Source: an optimization exercise on an open RTL-to-GDS flow (aim: small area). Production flows keep margins and buffers that such runs may drop.
Where RTL was checked, it was by simulation tests only, not by an equivalence proof against the original.
No activity file was given, so power comes from the tool's default toggle rates.

==> harbor <==
## trit_tx
module trit_tx (
    input  wire        clk,
    input  wire        rst,           
    input  wire        tick,          
    input  wire        cmd_valid,
    output wire        cmd_ready,
    input  wire [2:0]  cmd_op,
    input  wire [4:0]  cmd_ntrits,    
    input  wire [23:0] cmd_trits,     
    input  wire [15:0] cmd_period,
    input  wire [7:0]  cmd_replog,
    input  wire [31:0] cmd_a,         
    input  wire [31:0] cmd_b,         
    input  wire [2:0]  cmd_pin,
    output reg         rsp_valid,
    output reg  [2:0]  rsp_status,
    output reg  [31:0] rsp_word,
    output reg         rsp_same,
    output reg  [7:0]  pin_out
);
Settings: LEC_CHECK=0, ABC_AREA=1, CAP_MARGIN=20, CORE_MARGIN=2, CORE_UTILIZATION=40, CTS_BUF_LIST=sky130_fd_sc_hd__clkbuf_8, SLEW_MARGIN=20; clock period 10.0 ns.
run.sh (not shown) runs the stock make flow with config.mk's settings and CLKGATE_MAP_FILE= SYNTH_SCRIPT=/design/flow/synth_recipe.tcl, a recipe that flattens the netlist after the stock synthesis.
==> juniper: changes against harbor <==
--- a/flow/design.v
+++ b/flow/design.v
@@ -68,89 +68,94 @@
             end
             default:                 cmd_status = S_E_OP_RESERVED;
         endcase
     end
     wire ok      = (cmd_status == S_OK);
     wire is_send = (cmd_op == 3'd3) || (cmd_op == 3'd4) || (cmd_op == 3'd5);
     wire go      = is_send && ok;
-    wire [11:0] hi_val = (cmd_op[0] && !cmd_op[2]) ? cmd_a[31:20] :
-                         !cmd_op[1] ? {cmd_period[8:0], cmd_replog[2:0]} : 12'd0;
-    wire [19:0] lo_val = cmd_op[0] ? cmd_a[19:0] :
-                         !cmd_op[1] ? cmd_trits[19:0] : 20'd0;
-    wire [31:0] word_val = ok ? {hi_val, lo_val} : 32'd0;
-    wire [3:0]  x_val = go ? ((cmd_op == 3'd4) ? cmd_trits[23:20] : 4'd0)
-                           : {cmd_status, (cmd_op == 3'd2) && (cmd_a[19:0] == cmd_b[19:0])};
     reg [1:0]  phase;
     reg        pair;          
     reg [6:0]  rep;           
     reg [3:0]  elem;          
     reg        seg;           
     reg [8:0]  wtk;           
     reg [4:0]  wper;          
     reg [2:0]  pin;
     reg [19:0] body_b;
-    assign cmd_ready = (phase == PH_IDLE);
-    wire accept = cmd_valid && cmd_ready;
+    wire idle     = (phase == PH_IDLE);
+    wire in_write = (phase == PH_WRITE);
+    wire in_wait  = (phase == PH_WAIT);
+    wire in_final = (phase == PH_FINAL);
+    assign cmd_ready = idle;
+    wire accept = cmd_valid && idle;
+    wire sel_a_lo = idle && ok && cmd_op[0];
+    wire sel_t_lo = idle && ok && !cmd_op[0] && !cmd_op[1];
+    wire sel_a_hi = idle && ok && cmd_op[0] && !cmd_op[2];
+    wire sel_p_hi = idle && ok && !cmd_op[1] && (cmd_op[2] || !cmd_op[0]);
+    wire [31:0] word_d = {{12{sel_a_hi}} & cmd_a[31:20] | {12{sel_p_hi}} & {cmd_period[8:0], cmd_replog[2:0]},
+                          {20{sel_a_lo}} & cmd_a[19:0]  | {20{sel_t_lo}} & cmd_trits[19:0]};
+    wire [3:0]  x_val = go ? ((cmd_op == 3'd4) ? cmd_trits[23:20] : 4'd0)
+                           : {cmd_status, (cmd_op == 3'd2) && (cmd_a[19:0] == cmd_b[19:0])};
+    wire [3:0]  x_d   = idle ? x_val : 4'd0;
     wire [8:0]  per    = rsp_word[31:23];
     wire [2:0]  rlog   = rsp_word[22:20];
-    wire [23:0] body   = {rsp_status, rsp_same, rsp_word[19:0]};
+    wire [3:0]  xt     = {rsp_status, rsp_same};
+    wire [23:0] body   = {xt, rsp_word[19:0]};
     wire [1:0]  code   = body[(24 - 2 * elem) +: 2];
     wire        sync   = (elem == 4'd0);
     reg [4:0] seg_km1;
     always @(*) begin
         if (sync)                seg_km1 = seg ? 5'd30 : 5'd0;
         else if (code == 2'b11)  seg_km1 = seg ? 5'd0  : 5'd4;
         else if (code == 2'b10)  seg_km1 = seg ? 5'd3  : 5'd1;
         else                     seg_km1 = seg ? 5'd4  : 5'd0;
     end
-    wire [6:0] rmask    = ~(7'h7f << rlog);
-    wire       last_rep = ((rep | ~rmask) == 7'h7f);
+    wire [6:0] rmask     = ~(7'h7f << rlog);
+    wire       last_rep  = ((rep | ~rmask) == 7'h7f);
     wire       last_elem = (elem == 4'd12);
-    wire       wdone    = (wtk == 9'd0);
-    wire       reload   = (wtk == 9'd1) && (wper != 5'd0);
-    wire in_write = (phase == PH_WRITE);
-    wire in_wait  = (phase == PH_WAIT);
-    wire in_final = (phase == PH_FINAL);
-    wire wait_end = in_wait && wdone;
-    wire swap     = wait_end && seg && last_elem && last_rep && pair;
+    wire       last_tel  = !pair;
+    wire       wdone     = (wtk == 9'd0);
+    wire       reload    = (wtk == 9'd1) && (wper != 5'd0);
+    wire       wait_end  = in_wait && wdone;
+    wire       swap      = wait_end && seg && last_elem && last_rep && !last_tel;
+    wire [19:0] lo_d  = word_d[19:0] | ({20{swap}} & body_b);
     always @(posedge clk) begin
         if (rst) begin
             phase     <= PH_IDLE;
             rsp_valid <= 1'b0;
             pin_out   <= 8'd0;
         end else begin
             rsp_valid <= in_final || (accept && !go);
             if (phase[0])
                 pin_out[pin] <= ~seg;
             case (phase)
                 PH_IDLE:  if (accept && go) phase <= PH_WRITE;
                 PH_WRITE: phase <= PH_WAIT;
                 PH_WAIT:  if (wdone)
-                              phase <= (seg && last_elem && last_rep && !pair) ? PH_FINAL : PH_WRITE;
+                              phase <= (seg && last_elem && last_rep && last_tel) ? PH_FINAL : PH_WRITE;
                 default:  phase <= PH_IDLE;
             endcase
         end
     end
     always @(posedge clk) begin
-        if (phase == PH_IDLE) begin
-            rsp_word   <= word_val;
-            {rsp_status, rsp_same} <= x_val;
-            pin        <= cmd_pin;
-            body_b     <= cmd_b[19:0];
-            pair       <= (cmd_op == 3'd5);
-        end else if (in_final) begin
-            rsp_word   <= 32'd0;
-            {rsp_status, rsp_same} <= 4'd0;
-        end else if (swap) begin
-            rsp_word[19:0] <= body_b;
-            pair           <= 1'b0;
+        if (idle || in_final) begin
+            rsp_word[31:20] <= word_d[31:20];
+            {rsp_status, rsp_same} <= x_d;
         end
+        if (idle || in_final || swap)
+            rsp_word[19:0] <= lo_d;
+        if (idle) begin
+            pin    <= cmd_pin;
+            body_b <= cmd_b[19:0];
+        end
+        if (idle || swap)
+            pair   <= idle && (cmd_op == 3'd5);
     end
     always @(posedge clk) begin
-        if (phase == PH_IDLE) begin
+        if (idle) begin
             seg  <= 1'b0;
             elem <= 4'd0;
             rep  <= 7'd0;
         end else if (in_write) begin
             wtk  <= per;
             wper <= seg_km1;
         end else if (in_wait) begin
@@ -160,15 +165,15 @@
                 end else if (!last_elem) begin
                     seg  <= 1'b0;
                     elem <= elem + 4'd1;
                 end else if (!last_rep) begin
                     seg  <= 1'b0;
                     elem <= 4'd0;
                     rep  <= rep + 7'd1;
-                end else if (pair) begin
+                end else if (!last_tel) begin
                     seg  <= 1'b0;
                     elem <= 4'd0;
                     rep  <= 7'd0;
                 end
             end else if (tick) begin
                 if (reload) begin
                     wtk  <= per;
==> flow/flow/run.sh (new file) <==
#!/bin/bash
# Standard ORFS layout with these changes: synthesis maps with an area-oriented
# ABC script (flow/abc_area.script), the port buffers use the smallest buffer
# cell, and CTS uses its own buffer list and clustering with no dummy loads.
set -euo pipefail
here=$(pwd)
cp -r "$FLOW_HOME/scripts" "$here/scripts"
cp "$here/flow/abc_area.script" "$here/scripts/abc_area.script"
export BUFFER_PORTS_ARGS="-buffer_cell sky130_fd_sc_hd__buf_1"
export CTS_ARGS="-sink_clustering_enable -repair_clock_nets -dont_use_dummy_load -buf_list sky130_fd_sc_hd__clkbuf_8"
bash standard.sh SCRIPTS_DIR="$here/scripts" finish > flow.log 2>&1
==> flow/flow/abc_area.script (new file) <==
strash
dc2
&get -n
&dch -f
&nf -a -R 1000
&put
topo
==> flow/standard.sh (new file) <==
#!/bin/bash
# synth_recipe.tcl (not shown) runs the flow's synth.tcl, then flattens the netlist and writes it again
# the make line also repeats each setting of config.mk as NAME=value (left out here)
make -C /OpenROAD-flow-scripts/flow DESIGN_CONFIG=/design/flow/config.mk WORK_HOME=/design/flow/orfs CLKGATE_MAP_FILE= SYNTH_SCRIPT=/design/flow/synth_recipe.tcl "${@:-finish}"
- CTS_BUF_LIST: sky130_fd_sc_hd__clkbuf_8 -> default
removed: flow/run.sh
==> onyx: changes against harbor <==
==> flow/flow/run.sh (new file) <==
#!/bin/bash
# Standard ORFS layout with two changes: the port buffers use the smallest
# buffer cell, and CTS inserts no dummy loads.
set -euo pipefail
export BUFFER_PORTS_ARGS="-buffer_cell sky130_fd_sc_hd__buf_1"
export CTS_ARGS="-sink_clustering_enable -repair_clock_nets -dont_use_dummy_load -buf_list sky130_fd_sc_hd__clkbuf_8"
bash standard.sh finish > flow.log 2>&1
==> flow/standard.sh (new file) <==
#!/bin/bash
# synth_recipe.tcl (not shown) runs the flow's synth.tcl, then flattens the netlist and writes it again
# the make line also repeats each setting of config.mk as NAME=value (left out here)
make -C /OpenROAD-flow-scripts/flow DESIGN_CONFIG=/design/flow/config.mk WORK_HOME=/design/flow/orfs CLKGATE_MAP_FILE= SYNTH_SCRIPT=/design/flow/synth_recipe.tcl "${@:-finish}"
- CTS_BUF_LIST: sky130_fd_sc_hd__clkbuf_8 -> default
removed: flow/run.sh
==> summary of the runs <==
- Worst hold slack, highest first: juniper, onyx, harbor.
- In juniper the clock skew is higher than in harbor, by 18 ps.
- Combinational power, lowest first: juniper, onyx, harbor.
- Via count: harbor is larger than juniper (about 16%).
- The highest power belongs to harbor, the lowest to juniper.
- Of onyx and juniper, onyx has the higher first-iteration DRC count (gap about 15%, measured against juniper).
==> figures <==
quantity                                                                         juniper                   harbor                     onyx
Clock Power Share                                                                  0.165                    0.180                    0.147
Switching component of the power                                                0.448 mW                 0.556 mW                 0.529 mW
Static Leakage                                                                   2.02 nW                  3.08 nW                  2.58 nW
Outcome                                                          complete, no violations  complete, no violations  complete, no violations
Worst reg2reg startpoint                                           phase[0]$_SDFFE_PP0P_     elem[0]$_SDFFE_PP0P_     elem[0]$_SDFFE_PP0P_
Proportion of netlist area held by the largest area contributor                    0.437                    0.387                    0.387
Worst path setup slack after routing                                             4390 ps                  4890 ps                  5190 ps
Initial Utilization                                                                0.406                    0.412                    0.412
Layout multi-input combinational cell count                                          355                      485                      485
Placed Cells incl. Taps                                                              838                     1026                     1027
Mean cell area of the mapped netlist                                           10.4 um^2                8.27 um^2                8.27 um^2
Vias in the first global route                                                      4499                     5147                     4855
Area of combinational cells with multiple inputs                            0.00227 mm^2             0.00262 mm^2             0.00261 mm^2
Final weighted congestion in routability-driven placement                          0.862                    0.890                    0.985
No functional check of the RTL was part of harbor and onyx.

-- re-timing with driven ports --
The results above use ideal ports. As a check the final layouts listed here were re-extracted and re-timed, cells and wires unchanged. Step 1: set_driving_cell puts a clkbuf_16 on clk and a buf_2 on each other input, an assumption about the parent block. Step 2 moves the port delays by t, midway between the first and last clock arrival at a register: inputs arrive t later, outputs are due t later. That takes back most of the time a late clock gives input paths. Slacks: ideal ports / drivers / drivers and shift; pairs: ideal ports / drivers.
| run | t, ns | setup WS [ns] | worst slew at a driven data input, ns |
|---|---|---|---|
| harbor | 0.405 | 4.892 / 4.905 / 4.499 | 0.04 |
| juniper | 0.395 | 4.395 / 4.397 / 4.002 | 0.05 |
| onyx | 0.398 | 5.186 / 5.194 / 4.796 | 0.04 |
After both steps setup and hold are still met in every run listed.
